Context: an optimization exercise on an open-source flow, tuned for small area. The choices shown serve that exercise and are no tape-out recipe. Function was checked by simulation only, so behaviour that the tests miss may differ from the original. Power figures rest on the tool's default switching activity, not on a simulated workload.

File: flow/config.mk
export PLATFORM = sky130hd
export DESIGN_NAME = dbgseq
export DESIGN_NICKNAME = dbgseq
export VERILOG_FILES = /design/flow/design.v
export SDC_FILE = /design/flow/constraint.sdc
export NUM_CORES = 4
export LEC_CHECK = 0
export CAP_MARGIN = 20
export CORE_MARGIN = 2
export CORE_UTILIZATION = 40
export SLEW_MARGIN = 20
File: flow/constraint.sdc
create_clock -name core_clock -period 10.0 [get_ports {clk}]
set_input_delay 2.0000 -clock core_clock [delete_from_list [all_inputs] [get_ports {clk}]]
set_output_delay 2.0000 -clock core_clock [all_outputs]
set_load 0.01 [all_outputs]
File: flow/run.sh
#!/bin/bash
# synth_recipe.tcl (not shown) runs the flow's synth.tcl, then flattens the netlist and writes it again
# the make line also repeats each setting of config.mk as NAME=value (left out here)
make -C /OpenROAD-flow-scripts/flow DESIGN_CONFIG=/design/flow/config.mk WORK_HOME=/design/flow/orfs CLKGATE_MAP_FILE= SYNTH_SCRIPT=/design/flow/synth_recipe.tcl finish
File: flow/design.v
module dbgseq_engine (
    input  wire        clk,
    input  wire        rst,
    input  wire        start,
    input  wire [7:0]  start_op,
    input  wire [7:0]  start_b,
    input  wire [5:0]  start_n,
    input  wire [31:0] start_wdata,
    input  wire [31:0] start_dlen,
    input  wire        setdir,
    input  wire        setdir_val,
    input  wire        swdio_i,
    output reg         swclk,
    output reg         dir,
    output reg         swdio_o,
    output reg  [31:0] cyccnt,
    output reg  [2:0]  sstate,
    output reg         busy,
    output reg         buf_we,
    output reg  [3:0]  buf_widx,
    output reg  [31:0] buf_wword,
    output reg         done,
    output reg  [3:0]  done_result,
    output reg         done_recovered,
    output reg         done_wr_rdata,
    output reg  [31:0] done_rdata,
    output reg         done_wr_idcode,
    output reg  [31:0] done_idcode,
    output reg         done_wr_acks,
    output reg  [10:0] done_acks,
    output reg         done_wr_dcount,
    output reg  [31:0] done_dcount
);
    localparam [7:0] OP_PULSE   = 8'h01;
    localparam [7:0] OP_RDBIT   = 8'h02;
    localparam [7:0] OP_WRBIT   = 8'h03;
    localparam [7:0] OP_WRBITS  = 8'h05;
    localparam [7:0] OP_RDBITS  = 8'h06;
    localparam [7:0] OP_CONNECT = 8'h10;
    localparam [7:0] OP_XFER_RD = 8'h20;
    localparam [7:0] OP_XFER_WR = 8'h21;
    localparam [7:0] OP_DUMP    = 8'h30;
    localparam [3:0] RES_NONE      = 4'h0;
    localparam [3:0] RES_OK        = 4'h1;
    localparam [3:0] RES_FAIL      = 4'h2;
    localparam [3:0] RES_FOUND     = 4'h3;
    localparam [3:0] RES_NOT_FOUND = 4'h4;
    localparam [2:0] SS_WAKE        = 3'd1;
    localparam [2:0] SS_LINE_RESET  = 3'd2;
    localparam [2:0] SS_MODE_SWITCH = 3'd3;
    localparam [2:0] SS_LINE_RESET2 = 3'd4;
    localparam [2:0] SS_ID_REQUEST  = 3'd5;
    localparam [2:0] SS_FOUND       = 3'd6;
    localparam [2:0] SS_NOT_FOUND   = 3'd7;
    localparam [7:0] LINE_RESET_HIGH = 8'd62;
    localparam [7:0] LINE_RESET_IDLE = 8'd2;
    localparam [2:0] ACK_OK          = 3'b001;
    localparam [127:0] ALERT      = 128'h19BC0EA2_E3DDAFE9_86852D95_6209F392;
    localparam [7:0]   ACTIVATION = 8'h1A;
    localparam [15:0]  SWITCH_SEQ = 16'hE79E;
    localparam [7:0]   REQ_ID     = 8'hA5;
    localparam [7:0]   REQ_ABORT  = 8'h81;
    localparam [7:0]   REQ_SELECT = 8'hB1;
    localparam [7:0]   REQ_ADDR   = 8'h8B;
    localparam [7:0]   REQ_DATA   = 8'h9F;
    localparam [31:0]  ABORT_VAL  = 32'h0000001E;
    localparam [4:0] Q_PULSE = 5'd0;    
    localparam [4:0] Q_RDB   = 5'd1;    
    localparam [4:0] Q_WRB   = 5'd2;    
    localparam [4:0] Q_A0    = 5'd3;    
    localparam [4:0] Q_A1    = 5'd4;    
    localparam [4:0] Q_A2    = 5'd5;    
    localparam [4:0] Q_A3    = 5'd6;    
    localparam [4:0] Q_WI    = 5'd7;    
    localparam [4:0] Q_ACT   = 5'd8;    
    localparam [4:0] Q_LRH   = 5'd9;    
    localparam [4:0] Q_LRI   = 5'd10;   
    localparam [4:0] Q_MS    = 5'd11;   
    localparam [4:0] Q_REQ   = 5'd12;   
    localparam [4:0] Q_TRN   = 5'd13;   
    localparam [4:0] Q_ACK   = 5'd14;   
    localparam [4:0] Q_RD    = 5'd15;   
    localparam [4:0] Q_RPAR  = 5'd16;   
    localparam [4:0] Q_IDLE  = 5'd17;   
    localparam [4:0] Q_WTRN  = 5'd18;   
    localparam [4:0] Q_WD    = 5'd19;   
    localparam [4:0] Q_WPAR  = 5'd20;   
    localparam [4:0] Q_FTRN  = 5'd21;   
    localparam [4:0] Q_RTRN  = 5'd22;   
    localparam [1:0] TP_FIRST   = 2'd0;
    localparam [1:0] TP_ABORT   = 2'd1;
    localparam [1:0] TP_REISSUE = 2'd2;
    reg [7:0]  l_op;
    reg [7:0]  l_b;
    reg [5:0]  l_n;
    reg [31:0] l_wdata;
    reg [31:0] l_dlen;
    reg        ph;           
    reg [4:0]  seq;
    reg [5:0]  cnt;
    reg        lr2;          
    reg [31:0] rx;           
    reg [7:0]  tx_r;
    reg        tx_rd;
    reg [31:0] tx_v;
    reg        tx_recov;     
    reg [1:0]  tx_ph;
    reg [2:0]  t_ack1;
    reg [2:0]  t_acka;
    reg [2:0]  t_ack2;
    reg        t_rpar;
    reg        t_hasrd;
    reg [31:0] t_data;
    reg        rec_any;
    reg [1:0]  dstep;        
    reg [4:0]  di;           
    reg [4:0]  words;        
    wire [5:0] n_bits = (l_op == OP_RDBITS || l_op == OP_WRBITS) ? l_n : 6'd1;
    wire [31:0] wr_val = (l_op == OP_WRBIT) ? {31'b0, l_b[0]} : l_wdata;
    wire [7:0]  cur_req = (tx_ph == TP_ABORT) ? REQ_ABORT : tx_r;
    wire [31:0] cur_pay = (tx_ph == TP_ABORT) ? ABORT_VAL : tx_v;
    wire        pay_par = ^cur_pay;
    reg [5:0] seg_len;
    reg       cyc_dir;
    reg       cyc_wr;
    reg       cyc_rd;
    reg       cyc_bit;
    always @(*) begin
        seg_len = 6'd1;
        cyc_dir = 1'b1;
        cyc_wr  = 1'b1;
        cyc_rd  = 1'b0;
        cyc_bit = 1'b0;
        case (seq)
            Q_PULSE: begin seg_len = 6'd1;  cyc_dir = dir;  cyc_wr = 1'b0; end
            Q_RDB:   begin seg_len = n_bits; cyc_dir = dir; cyc_wr = 1'b0; cyc_rd = 1'b1; end
            Q_WRB:   begin seg_len = n_bits; cyc_dir = dir; cyc_bit = wr_val[cnt[4:0]]; end
            Q_A0:    begin seg_len = 6'd32; cyc_bit = ALERT[{2'd0, cnt[4:0]}]; end
            Q_A1:    begin seg_len = 6'd32; cyc_bit = ALERT[{2'd1, cnt[4:0]}]; end
            Q_A2:    begin seg_len = 6'd32; cyc_bit = ALERT[{2'd2, cnt[4:0]}]; end
            Q_A3:    begin seg_len = 6'd32; cyc_bit = ALERT[{2'd3, cnt[4:0]}]; end
            Q_WI:    begin seg_len = 6'd4;  cyc_bit = 1'b0; end
            Q_ACT:   begin seg_len = 6'd8;  cyc_bit = ACTIVATION[cnt[2:0]]; end
            Q_LRH:   begin seg_len = LINE_RESET_HIGH[5:0]; cyc_bit = 1'b1; end
            Q_LRI:   begin seg_len = LINE_RESET_IDLE[5:0]; cyc_bit = 1'b0; end
            Q_MS:    begin seg_len = 6'd16; cyc_bit = SWITCH_SEQ[cnt[3:0]]; end
            Q_REQ:   begin seg_len = 6'd8;  cyc_bit = cur_req[cnt[2:0]]; end
            Q_TRN:   begin seg_len = 6'd1;  cyc_dir = 1'b0; cyc_wr = 1'b0; end
            Q_ACK:   begin seg_len = 6'd3;  cyc_dir = 1'b0; cyc_wr = 1'b0; cyc_rd = 1'b1; end
            Q_RD:    begin seg_len = 6'd32; cyc_dir = 1'b0; cyc_wr = 1'b0; cyc_rd = 1'b1; end
            Q_RPAR:  begin seg_len = 6'd1;  cyc_dir = 1'b0; cyc_wr = 1'b0; cyc_rd = 1'b1; end
            Q_IDLE:  begin seg_len = 6'd4;  cyc_bit = 1'b0; end
            Q_WTRN:  begin seg_len = 6'd1;  cyc_dir = 1'b0; cyc_wr = 1'b0; end
            Q_WD:    begin seg_len = 6'd32; cyc_bit = cur_pay[cnt[4:0]]; end
            Q_WPAR:  begin seg_len = 6'd1;  cyc_bit = pay_par; end
            Q_FTRN:  begin seg_len = 6'd1;  cyc_dir = 1'b0; cyc_wr = 1'b0; end
            Q_RTRN:  begin seg_len = 6'd1;  cyc_dir = 1'b0; cyc_wr = 1'b0; end
            default: begin seg_len = 6'd1;  cyc_dir = dir;  cyc_wr = 1'b0; end
        endcase
    end
    wire       seg_last = (cnt == seg_len - 6'd1);
    wire [2:0] ack      = rx[2:0];
    wire       ack_ok   = (ack == ACK_OK);
    wire [4:0] dump_k   = {1'b0, l_dlen[5:2]} + {4'b0, |l_dlen[1:0]} + 5'd1;
    wire [31:0] words_bytes = {25'b0, words, 2'b00};
    wire [31:0] dump_fail_count = (l_dlen < words_bytes) ? l_dlen : words_bytes;
    wire        t_perr = t_hasrd ? (t_rpar ^ (^t_data)) : 1'b0;
    wire [10:0] t_pack = {t_perr, t_hasrd ? t_rpar : 1'b0, t_ack2, t_acka, t_ack1};
    task start_tx;
        input [7:0]  r;
        input        rd;
        input [31:0] v;
        input        recov;
        begin
            seq      <= Q_REQ;
            tx_r     <= r;
            tx_rd    <= rd;
            tx_v     <= v;
            tx_recov <= recov;
            tx_ph    <= TP_FIRST;
            t_ack1   <= 3'b0;
            t_acka   <= 3'b0;
            t_ack2   <= 3'b0;
            t_rpar   <= 1'b0;
            t_hasrd  <= 1'b0;
        end
    endtask
    task finish;
        begin
            busy <= 1'b0;
            done <= 1'b1;
        end
    endtask
    task tx_end;
        input ok;
        begin
            case (l_op)
                OP_CONNECT: begin
                    finish;
                    sstate         <= ok ? SS_FOUND : SS_NOT_FOUND;
                    done_result    <= ok ? RES_FOUND : RES_NOT_FOUND;
                    done_recovered <= 1'b0;
                    done_wr_idcode <= 1'b1;
                    done_idcode    <= ok ? t_data : 32'b0;
                    done_wr_acks   <= 1'b1;
                    done_acks      <= t_pack;
                end
                OP_XFER_RD, OP_XFER_WR: begin
                    finish;
                    done_result    <= ok ? RES_OK : RES_FAIL;
                    done_recovered <= rec_any;
                    done_wr_rdata  <= ok && (l_op == OP_XFER_RD);
                    done_rdata     <= t_data;
                    done_wr_acks   <= 1'b1;
                    done_acks      <= t_pack;
                end
                default: begin  
                    if (!ok) begin
                        finish;
                        done_result    <= RES_FAIL;
                        done_recovered <= rec_any;
                        done_wr_acks   <= 1'b1;
                        done_acks      <= t_pack;
                        done_wr_dcount <= 1'b1;
                        done_dcount    <= dump_fail_count;
                    end else if (dstep == 2'd0) begin
                        dstep <= 2'd1;
                        start_tx(REQ_SELECT, 1'b0, 32'h0, 1'b1);
                    end else if (dstep == 2'd1) begin
                        dstep <= 2'd2;
                        start_tx(REQ_ADDR, 1'b0, l_wdata, 1'b1);
                    end else if (dstep == 2'd2) begin
                        dstep <= 2'd3;
                        di    <= 5'd0;
                        start_tx(REQ_DATA, 1'b1, 32'h0, 1'b1);
                    end else begin
                        if (di != 5'd0) begin
                            buf_we    <= 1'b1;
                            buf_widx  <= di[3:0] - 4'd1;
                            buf_wword <= t_data;
                            words     <= words + 5'd1;
                        end
                        if (di == dump_k - 5'd1) begin
                            finish;
                            done_result    <= RES_OK;
                            done_recovered <= rec_any;
                            done_wr_acks   <= 1'b1;
                            done_acks      <= t_pack;
                            done_wr_dcount <= 1'b1;
                            done_dcount    <= l_dlen;
                        end else begin
                            di <= di + 5'd1;
                            start_tx(REQ_DATA, 1'b1, 32'h0, 1'b1);
                        end
                    end
                end
            endcase
        end
    endtask
    always @(posedge clk) begin
        done           <= 1'b0;
        done_wr_rdata  <= 1'b0;
        done_wr_idcode <= 1'b0;
        done_wr_acks   <= 1'b0;
        done_wr_dcount <= 1'b0;
        buf_we         <= 1'b0;
        if (rst) begin
            swclk   <= 1'b1;
            dir     <= 1'b0;
            swdio_o <= 1'b0;
            cyccnt  <= 32'b0;
            sstate  <= 3'd0;
            busy    <= 1'b0;
            ph      <= 1'b0;
            seq     <= Q_PULSE;
            cnt     <= 6'd0;
            lr2     <= 1'b0;
            rx      <= 32'b0;
            l_op    <= 8'b0;
            l_b     <= 8'b0;
            l_n     <= 6'b0;
            l_wdata <= 32'b0;
            l_dlen  <= 32'b0;
            tx_r    <= 8'b0;
            tx_rd   <= 1'b0;
            tx_v    <= 32'b0;
            tx_recov <= 1'b0;
            tx_ph   <= TP_FIRST;
            t_ack1  <= 3'b0;
            t_acka  <= 3'b0;
            t_ack2  <= 3'b0;
            t_rpar  <= 1'b0;
            t_hasrd <= 1'b0;
            t_data  <= 32'b0;
            rec_any <= 1'b0;
            dstep   <= 2'd0;
            di      <= 5'd0;
            words   <= 5'd0;
            done_result    <= RES_NONE;
            done_recovered <= 1'b0;
            done_rdata     <= 32'b0;
            done_idcode    <= 32'b0;
            done_acks      <= 11'b0;
            done_dcount    <= 32'b0;
            buf_widx       <= 4'd0;
            buf_wword      <= 32'b0;
        end else if (!busy) begin
            if (setdir)
                dir <= setdir_val;
            if (start) begin
                busy    <= 1'b1;
                ph      <= 1'b0;
                cnt     <= 6'd0;
                lr2     <= 1'b0;
                rx      <= 32'b0;
                l_op    <= start_op;
                l_b     <= start_b;
                l_n     <= start_n;
                l_wdata <= start_wdata;
                l_dlen  <= start_dlen;
                rec_any <= 1'b0;
                dstep   <= 2'd0;
                di      <= 5'd0;
                words   <= 5'd0;
                case (start_op)
                    OP_PULSE:              seq <= Q_PULSE;
                    OP_RDBIT, OP_RDBITS:   seq <= Q_RDB;
                    OP_WRBIT, OP_WRBITS:   seq <= Q_WRB;
                    OP_CONNECT: begin
                        seq    <= Q_A0;
                        sstate <= SS_WAKE;
                    end
                    OP_XFER_RD: start_tx(start_b, 1'b1, 32'h0, 1'b1);
                    OP_XFER_WR: start_tx(start_b, 1'b0, start_wdata, 1'b1);
                    default:    start_tx(REQ_ABORT, 1'b0, ABORT_VAL, 1'b1);  
                endcase
            end
        end else if (!ph) begin
            ph      <= 1'b1;
            swclk   <= 1'b0;
            dir     <= cyc_dir;
            if (cyc_wr)
                swdio_o <= cyc_bit;
            if (cyc_rd)
                rx[cnt[4:0]] <= swdio_i;
        end else begin
            ph     <= 1'b0;
            swclk  <= 1'b1;
            cyccnt <= cyccnt + 32'd1;
            if (!seg_last) begin
                cnt <= cnt + 6'd1;
            end else begin
                cnt <= 6'd0;
                case (seq)
                    Q_PULSE, Q_WRB: begin
                        finish;
                        done_result    <= RES_NONE;
                        done_recovered <= 1'b0;
                    end
                    Q_RDB: begin
                        finish;
                        done_result    <= RES_NONE;
                        done_recovered <= 1'b0;
                        done_wr_rdata  <= 1'b1;
                        done_rdata     <= rx;
                    end
                    Q_A0:  seq <= Q_A1;
                    Q_A1:  seq <= Q_A2;
                    Q_A2:  seq <= Q_A3;
                    Q_A3:  seq <= Q_WI;
                    Q_WI:  seq <= Q_ACT;
                    Q_ACT: begin
                        seq    <= Q_LRH;
                        sstate <= SS_LINE_RESET;
                    end
                    Q_LRH: seq <= Q_LRI;
                    Q_LRI: begin
                        if (!lr2) begin
                            seq    <= Q_MS;
                            sstate <= SS_MODE_SWITCH;
                        end else begin
                            sstate <= SS_ID_REQUEST;
                            start_tx(REQ_ID, 1'b1, 32'h0, 1'b0);
                        end
                    end
                    Q_MS: begin
                        seq    <= Q_LRH;
                        lr2    <= 1'b1;
                        sstate <= SS_LINE_RESET2;
                    end
                    Q_REQ: seq <= Q_TRN;
                    Q_TRN: seq <= Q_ACK;
                    Q_ACK: begin
                        case (tx_ph)
                            TP_FIRST:   t_ack1 <= ack;
                            TP_ABORT:   t_acka <= ack;
                            default:    t_ack2 <= ack;
                        endcase
                        if (tx_ph == TP_ABORT)
                            seq <= Q_WTRN;
                        else if (ack_ok)
                            seq <= tx_rd ? Q_RD : Q_WTRN;
                        else if (tx_ph == TP_FIRST && tx_recov) begin
                            seq     <= Q_RTRN;
                            rec_any <= 1'b1;
                        end else
                            seq <= Q_FTRN;
                    end
                    Q_RTRN: begin
                        seq   <= Q_REQ;
                        tx_ph <= TP_ABORT;
                    end
                    Q_RD: begin
                        seq    <= Q_RPAR;
                        t_data <= rx;
                    end
                    Q_RPAR: begin
                        seq     <= Q_IDLE;
                        t_rpar  <= rx[0];
                        t_hasrd <= 1'b1;
                    end
                    Q_WTRN: seq <= Q_WD;
                    Q_WD:   seq <= Q_WPAR;
                    Q_WPAR: seq <= Q_IDLE;
                    Q_IDLE: begin
                        if (tx_ph == TP_ABORT) begin
                            seq   <= Q_REQ;
                            tx_ph <= TP_REISSUE;
                        end else
                            tx_end(1'b1);
                    end
                    Q_FTRN: begin
                        dir <= 1'b1;    
                        tx_end(1'b0);
                    end
                    default: finish;
                endcase
            end
        end
    end
endmodule
module dbgseq (
    input  wire        clk,
    input  wire        rst,
    input  wire        bus_en,
    input  wire        bus_we,
    input  wire [1:0]  bus_size,
    input  wire [12:0] bus_addr,
    input  wire [31:0] bus_wdata,
    output reg  [31:0] bus_rdata,
    output reg         bus_err,
    output wire        swclk,
    output wire        swdio_o,
    output wire        swdio_oe,
    input  wire        swdio_i
);
    localparam integer DUMP_CAPACITY = 64;    
    localparam [31:0]  PARAM1 = 32'h0001023E;
    localparam [7:0] OP_PULSE   = 8'h01;
    localparam [7:0] OP_RDBIT   = 8'h02;
    localparam [7:0] OP_WRBIT   = 8'h03;
    localparam [7:0] OP_SETDIR  = 8'h04;
    localparam [7:0] OP_WRBITS  = 8'h05;
    localparam [7:0] OP_RDBITS  = 8'h06;
    localparam [7:0] OP_PARITY  = 8'h07;
    localparam [7:0] OP_CONNECT = 8'h10;
    localparam [7:0] OP_XFER_RD = 8'h20;
    localparam [7:0] OP_XFER_WR = 8'h21;
    localparam [7:0] OP_DUMP    = 8'h30;
    localparam [3:0] RES_NONE         = 4'h0;
    localparam [3:0] RES_CAP_EXCEEDED = 4'h5;
    reg        err_cmd;
    reg        err_busy;
    reg        recovered;
    reg [3:0]  result;
    reg [31:0] wdata;
    reg [31:0] rdata;
    reg [31:0] dlen;
    reg [31:0] idcode;
    reg [10:0] acks;
    reg [31:0] dcount;
    reg [31:0] bufmem [0:DUMP_CAPACITY/4-1];
    wire        eng_busy;
    wire        eng_done;
    wire        swclk_q;
    wire        dir_q;
    wire        swdio_q;
    wire [31:0] cyccnt;
    wire [2:0]  sstate;
    wire        buf_we;
    wire [3:0]  buf_widx;
    wire [31:0] buf_wword;
    wire [3:0]  done_result;
    wire        done_recovered;
    wire        done_wr_rdata;
    wire [31:0] done_rdata;
    wire        done_wr_idcode;
    wire [31:0] done_idcode;
    wire        done_wr_acks;
    wire [10:0] done_acks;
    wire        done_wr_dcount;
    wire [31:0] done_dcount;
    wire busy = eng_busy | eng_done;
    assign swclk    = swclk_q;
    assign swdio_oe = dir_q;
    assign swdio_o  = swdio_q;
    wire        is_reg    = (bus_addr < 13'h030);
    wire        is_buf    = (bus_addr >= 13'h1000) && (bus_addr < 13'h1040);
    wire        reg_ok    = is_reg && (bus_size == 2'd2) && (bus_addr[1:0] == 2'b00);
    wire        buf_ok    = is_buf && !bus_we &&
                            ((bus_size == 2'd0) || ((bus_size == 2'd2) && (bus_addr[1:0] == 2'b00)));
    wire        acc_ok    = reg_ok || buf_ok;
    wire        reg_wr    = bus_en && bus_we && reg_ok;
    wire [7:0]  c_op = bus_wdata[7:0];
    wire [7:0]  c_b  = bus_wdata[15:8];
    wire [5:0]  c_n  = bus_wdata[21:16];
    reg         c_legal;
    always @(*) begin
        c_legal = 1'b0;
        if (bus_wdata[31:22] == 10'b0) begin
            case (c_op)
                OP_PULSE, OP_RDBIT, OP_PARITY, OP_CONNECT, OP_DUMP:
                    c_legal = (bus_wdata[21:8] == 14'b0);
                OP_WRBIT, OP_SETDIR:
                    c_legal = (bus_wdata[21:9] == 13'b0);
                OP_WRBITS, OP_RDBITS:
                    c_legal = (c_b == 8'b0) && (c_n >= 6'd1) && (c_n <= 6'd32);
                OP_XFER_RD, OP_XFER_WR:
                    c_legal = (c_n == 6'b0);
                default:
                    c_legal = 1'b0;
            endcase
        end
    end
    wire cmd_wr      = reg_wr && (bus_addr[5:2] == 4'h0);
    wire cmd_accept  = cmd_wr && !busy && c_legal;
    wire cap_exceed  = (dlen >= DUMP_CAPACITY);
    wire do_setdir   = cmd_accept && (c_op == OP_SETDIR);
    wire do_parity   = cmd_accept && (c_op == OP_PARITY);
    wire do_capfail  = cmd_accept && (c_op == OP_DUMP) && cap_exceed;
    wire eng_start   = cmd_accept && !(c_op == OP_SETDIR) && !(c_op == OP_PARITY) &&
                       !((c_op == OP_DUMP) && cap_exceed);
    dbgseq_engine u_engine (
        .clk            (clk),
        .rst            (rst),
        .start          (eng_start),
        .start_op       (c_op),
        .start_b        (c_b),
        .start_n        (c_n),
        .start_wdata    (wdata),
        .start_dlen     (dlen),
        .setdir         (do_setdir),
        .setdir_val     (c_b[0]),
        .swdio_i        (swdio_i),
        .swclk          (swclk_q),
        .dir            (dir_q),
        .swdio_o        (swdio_q),
        .cyccnt         (cyccnt),
        .sstate         (sstate),
        .busy           (eng_busy),
        .buf_we         (buf_we),
        .buf_widx       (buf_widx),
        .buf_wword      (buf_wword),
        .done           (eng_done),
        .done_result    (done_result),
        .done_recovered (done_recovered),
        .done_wr_rdata  (done_wr_rdata),
        .done_rdata     (done_rdata),
        .done_wr_idcode (done_wr_idcode),
        .done_idcode    (done_idcode),
        .done_wr_acks   (done_wr_acks),
        .done_acks      (done_acks),
        .done_wr_dcount (done_wr_dcount),
        .done_dcount    (done_dcount)
    );
    always @(posedge clk) begin
        if (rst) begin
            err_cmd   <= 1'b0;
            err_busy  <= 1'b0;
            recovered <= 1'b0;
            result    <= RES_NONE;
            wdata     <= 32'b0;
            rdata     <= 32'b0;
            dlen      <= 32'b0;
            idcode    <= 32'b0;
            acks      <= 11'b0;
            dcount    <= 32'b0;
        end else begin
            if (reg_wr) begin
                case (bus_addr[5:2])
                    4'h0: begin  
                        if (busy)
                            err_busy <= 1'b1;
                        else if (!c_legal)
                            err_cmd <= 1'b1;
                    end
                    4'h1: begin  
                        if (bus_wdata[1]) err_cmd  <= 1'b0;
                        if (bus_wdata[2]) err_busy <= 1'b0;
                    end
                    4'h2: wdata <= bus_wdata;
                    4'h4: dlen  <= bus_wdata;
                    default: ;
                endcase
            end
            if (do_setdir) begin
                result    <= RES_NONE;
                recovered <= 1'b0;
            end
            if (do_parity) begin
                result    <= RES_NONE;
                recovered <= 1'b0;
                rdata     <= {31'b0, ^wdata};
            end
            if (do_capfail) begin
                result    <= RES_CAP_EXCEEDED;
                recovered <= 1'b0;
                dcount    <= 32'b0;
            end
            if (eng_done) begin
                result    <= done_result;
                recovered <= done_recovered;
                if (done_wr_rdata)  rdata  <= done_rdata;
                if (done_wr_idcode) idcode <= done_idcode;
                if (done_wr_acks)   acks   <= done_acks;
                if (done_wr_dcount) dcount <= done_dcount;
            end
        end
    end
    always @(posedge clk) begin
        if (buf_we)
            bufmem[buf_widx] <= {buf_wword[7:0], buf_wword[15:8], buf_wword[23:16], buf_wword[31:24]};
    end
    wire [31:0] status = {21'b0, sstate, result, recovered, err_busy, err_cmd, busy};
    wire [31:0] pins   = {29'b0, swdio_q, dir_q, swclk_q};
    reg [31:0] reg_rd;
    always @(*) begin
        case (bus_addr[5:2])
            4'h0:    reg_rd = 32'b0;
            4'h1:    reg_rd = status;
            4'h2:    reg_rd = wdata;
            4'h3:    reg_rd = rdata;
            4'h4:    reg_rd = dlen;
            4'h5:    reg_rd = idcode;
            4'h6:    reg_rd = {21'b0, acks};
            4'h7:    reg_rd = dcount;
            4'h8:    reg_rd = cyccnt;
            4'h9:    reg_rd = pins;
            4'hA:    reg_rd = DUMP_CAPACITY;
            4'hB:    reg_rd = PARAM1;
            default: reg_rd = 32'b0;
        endcase
    end
    wire [31:0] buf_word = bufmem[bus_addr[5:2]];
    reg  [7:0]  buf_byte;
    always @(*) begin
        case (bus_addr[1:0])
            2'd0:    buf_byte = buf_word[7:0];
            2'd1:    buf_byte = buf_word[15:8];
            2'd2:    buf_byte = buf_word[23:16];
            default: buf_byte = buf_word[31:24];
        endcase
    end
    always @(posedge clk) begin
        if (rst) begin
            bus_rdata <= 32'b0;
            bus_err   <= 1'b0;
        end else if (bus_en) begin
            bus_err <= !acc_ok;
            if (!bus_we && acc_ok) begin
                if (is_reg)
                    bus_rdata <= reg_rd;
                else if (bus_size == 2'd0)
                    bus_rdata <= {24'b0, buf_byte};
                else
                    bus_rdata <= buf_word;
            end else begin
                bus_rdata <= 32'b0;
            end
        end
    end
endmodule
==> qor.csv <==
metric;value;unit
DR DRC count;0;
synthesis-to-layout area growth;13.2;%
sequential area share after synthesis;56.8;%
PwrDens;174;nW/um2
Period minus WS final;5.67;ns
Via Count;36800;
First-pass DRT Iterations;6;
htree depth;3;
initial core utilization;40.3;%
Antenna Cells;0;
Hold Vio Cnt, Final;0;
initial DRC count;4801;
CP Launch Type;primary input;
Mean Syn Cell Area;10.9;um2
worst endpoint required time;10.58;ns
die width;354;um
CP max stage delay;0.86;ns
Critical Path End Type;flop;
commonest cells after routing, fill and taps aside;675 x nand2_1, 625 x dfxtp_1, 521 x a21oi_1;
delay-heaviest family, CP;compound AO/OA/AOI/OAI gates;
Num CTS Buffers;115;
Crit Path Max Fanout;17;
WHS Path Cells;2;
Worst-path clk slew;0.06;ns
Post-Syn Area;49100;um2
Routed WL per cell;26.2;um
fillcell total;11200;
Num Clock Sinks;1138;
number of synthesized flops with an enable pin;512;
Post-CTS Setup Bufs;0;
CP max stage cell;a21oi_1;
Max Freq;0.177;GHz
Mapped Cells;4514;
proportion of layout cells with a drive suffix above 1;12.0;%
NumNets Final;4542;
CP Data Arrival Time;6.24;ns
R2R Path Start;u_engine.seq[0];
I/O pins;88;
CTS tree;done;
Yosys Warn Count;2;
ys async rst share;0;%
number of synthesized register bits;1138;
Die ar.;126000;um2
GRT Total Usage;25.2;%
Setup CP Type;primary input to flop;
CTS resizes;0;
r2r endpoint;u_engine.done_rdata[9];
relative slew slack;21.5;%
vias in the first global route;34800;
Die Height;354;um
Multi-input gate area;19900;um2
most common cell after layout, fill and taps aside;nand2_1;
RSZ-0062 raised after global routing;false;
r2r worst-path depth;15;
initial antenna violation count;0;
Top reg by flops;bufmem;
Lkg Pwr;17.8;nW
Worst Path Buf+Inv;1;
Pins Over Slew Limit;0;
sequential cell area;27900;um2
row count;128;
maximum clock path buffer count;3;
status;no timing/DRC/antenna violations;
Port Buf Inserts;87;
CTS Hold Buffers Added;0;
post-synth net total;4592;
crit-path cells;clkdlybuf4s50_1 -> or3b_1 -> a2111oi_0 -> o21a_1 -> a221o_1 -> and4_1 -> a31oi_2 -> a21oi_1 -> o211ai_1 -> a32o_1;
final core utilization;45.7;%
total gr overflow;0;
RePlAce Congestion;1.01;
HPWL after detailed placement;105;mm
global-route wire length before repair;238;mm
Core Region;122000;um2
internal reg-to-reg setup slack;4.93;ns
sink of the worst hold path;rdata[12];
Largest register FFs;512;
worst slew pin tran;1.18;ns
fin crit share;56.7;%
Synth Flop Type;dfxtp_1;
root buffer cell;clkbuf_16;
Max-Cap Viols;0;
Peak VDD IR;0.000170;V
worst hold start;u_engine.done_rdata[12];
Clock Skew;0.0589;ns
Sum Neg Setup Slack;0;ns
vias per cell;5.95;
number of routed nets with antenna violations;0;
final wirelength;162;mm
Unique masters post-synth;88;
worst skew pair latency;0.74;ns
largest net degree at the start of global routing;207;
Min-Delay Path Class;flop to flop;
final setup fails;0;
[per-stage QoR]
step	power, mW	std cells	hold WS, ns	worst slack [ns]	area (um2)
2_1_floorplan	5.10	4514	0.428	4.80	49100
3_3_place_gp	5.20	5971	0.435	3.89	51500
3_5_place_dp	5.20	5972	0.440	3.75	51500
4_1_cts	9.73	6188	0.439	4.45	55600
5_1_grt	9.93	6188	0.456	4.14	55600
6_report	9.68	6188	0.432	4.33	55600
[how the worst max path moves through the flow]
stage / from / endpoint / slack, ns / depth (start not counted)
3_3_place_gp: bus_wdata[1] / u_engine.t_acka[1] / 3.89 / 10
4_1_cts: bus_wdata[1] / u_engine.t_acka[2] / 4.45 / 10
6_report: bus_wdata[1] / u_engine.t_acka[2] / 4.33 / 10
5_1_grt: bus_wdata[1] / u_engine.t_acka[2] / 4.14 / 10
2_1_floorplan: bus_addr[5] / u_engine.words[4] / 4.80 / 13
3_5_place_dp: bus_wdata[1] / u_engine.t_acka[1] / 3.75 / 10
[tightest hold or removal path, delay by kind of cell, from the launching register on]
kind / cells / cell delay (ns)
simple gates: 1 / 0.06
compound gates: 1 / 0.05
flops: 1 / 0.31
[logic make-up (layout without fill, tap and decap cells)]
| kind of cell | Yosys count | after routing | synth area share (%) |
|---|---|---|---|
| AOI/OAI and AO/OA | 1019 | 1019 | 12.6 |
| xor gates and xnor gates | 142 | 142 | 2.53 |
| adders and majority gates | 26 | 26 | 0.663 |
| buffers and inverters | 373 | 422 | 3.09 |
| DFF | 1138 | 1138 | 56.8 |
| muxes | 309 | 309 | 10.7 |
| and+or+nand+nor | 1507 | 1507 | 13.6 |
[final cells by class]
cell class,instances,share of cell area (%)
flip-flops and latches,1138,50.2
multi-input cells,3003,35.7
clock buffers,166,6.11
well taps,1625,3.66
repair buffers,174,2.83
clock inverters,50,1.24
inverters,32,0.216
[cells in the mapped netlist, types with 27 or more instances]
master    count  share of area [%]
nand2b_1     27               0.34
a21oi_1     522                5.3
nor2_1      361                2.8
mux2_2       38               0.87
dfxtp_1     626                 26
nor3_1       49               0.50
clkbuf_1    258                2.0
nand3_1     187                1.9
edfxtp_1    512                 31
inv_1        29               0.22
a22oi_1     125                1.9
nor4_1       28               0.36
a211oi_1     51               0.78
xnor2_1     104                1.9
mux2i_1     103                2.1
xor2_1       38               0.68
o21ai_0     117                1.2
a31oi_1      47               0.60
buf_2        37               0.38
nand2_1     675                5.2
buf_1        32               0.24
mux4_2      168                7.7
[routing by layer]
| layer | up-vias | wire length, um | track usage (%) |
|---|---|---|---|
| li1 | 16400 | - | - |
| met1 | 18500 | 67400 | 34.9 |
| met2 | 1655 | 74600 | 39.8 |
| met3 | 294 | 13400 | 3.88 |
| met4 | 0 | 6460 | 9.59 |
| met5 | - | 0 | 0 |
[power breakdown]
group,internal (mW),switching [mW],leakage (nW),total (mW)
Combinational,0.108,0.180,6.06,0.288
Sequential,4.82,0.000207,9.78,4.82
Clock,2.66,1.92,1.98,4.58
Total,7.59,2.10,17.8,9.68

-- separate check: timing with driven ports --
In the flow no input, the clock included, has a driving cell. The finished layout below was timed again as built, in two steps. Step 1 (the two cells are an assumption about what drives the block):
set clk [get_ports {clk}]
set_driving_cell -lib_cell sky130_fd_sc_hd__clkbuf_16 $clk
set_driving_cell -lib_cell sky130_fd_sc_hd__buf_2 [delete_from_list [all_inputs] $clk]
Step 2 moves the port delays by t, midway between the first and last clock arrival at a register: inputs arrive t later, outputs are due t later. That takes back most of the time a late clock gives input paths. a / b / c = ideal / step 1 / step 2; a / b = the first two.
t (ns): 0.785
slack for setup (ns): 4.334 / 4.392 / 3.607
hold WS [ns]: 0.432 / 0.432 / 0.432
latest minus earliest clock arrival (ns): 0.060 / 0.061
After both steps this run still meets setup and hold. For this run, drivers alone change the setup slack by +0.058 ns; drivers and shift together by -0.727 ns.
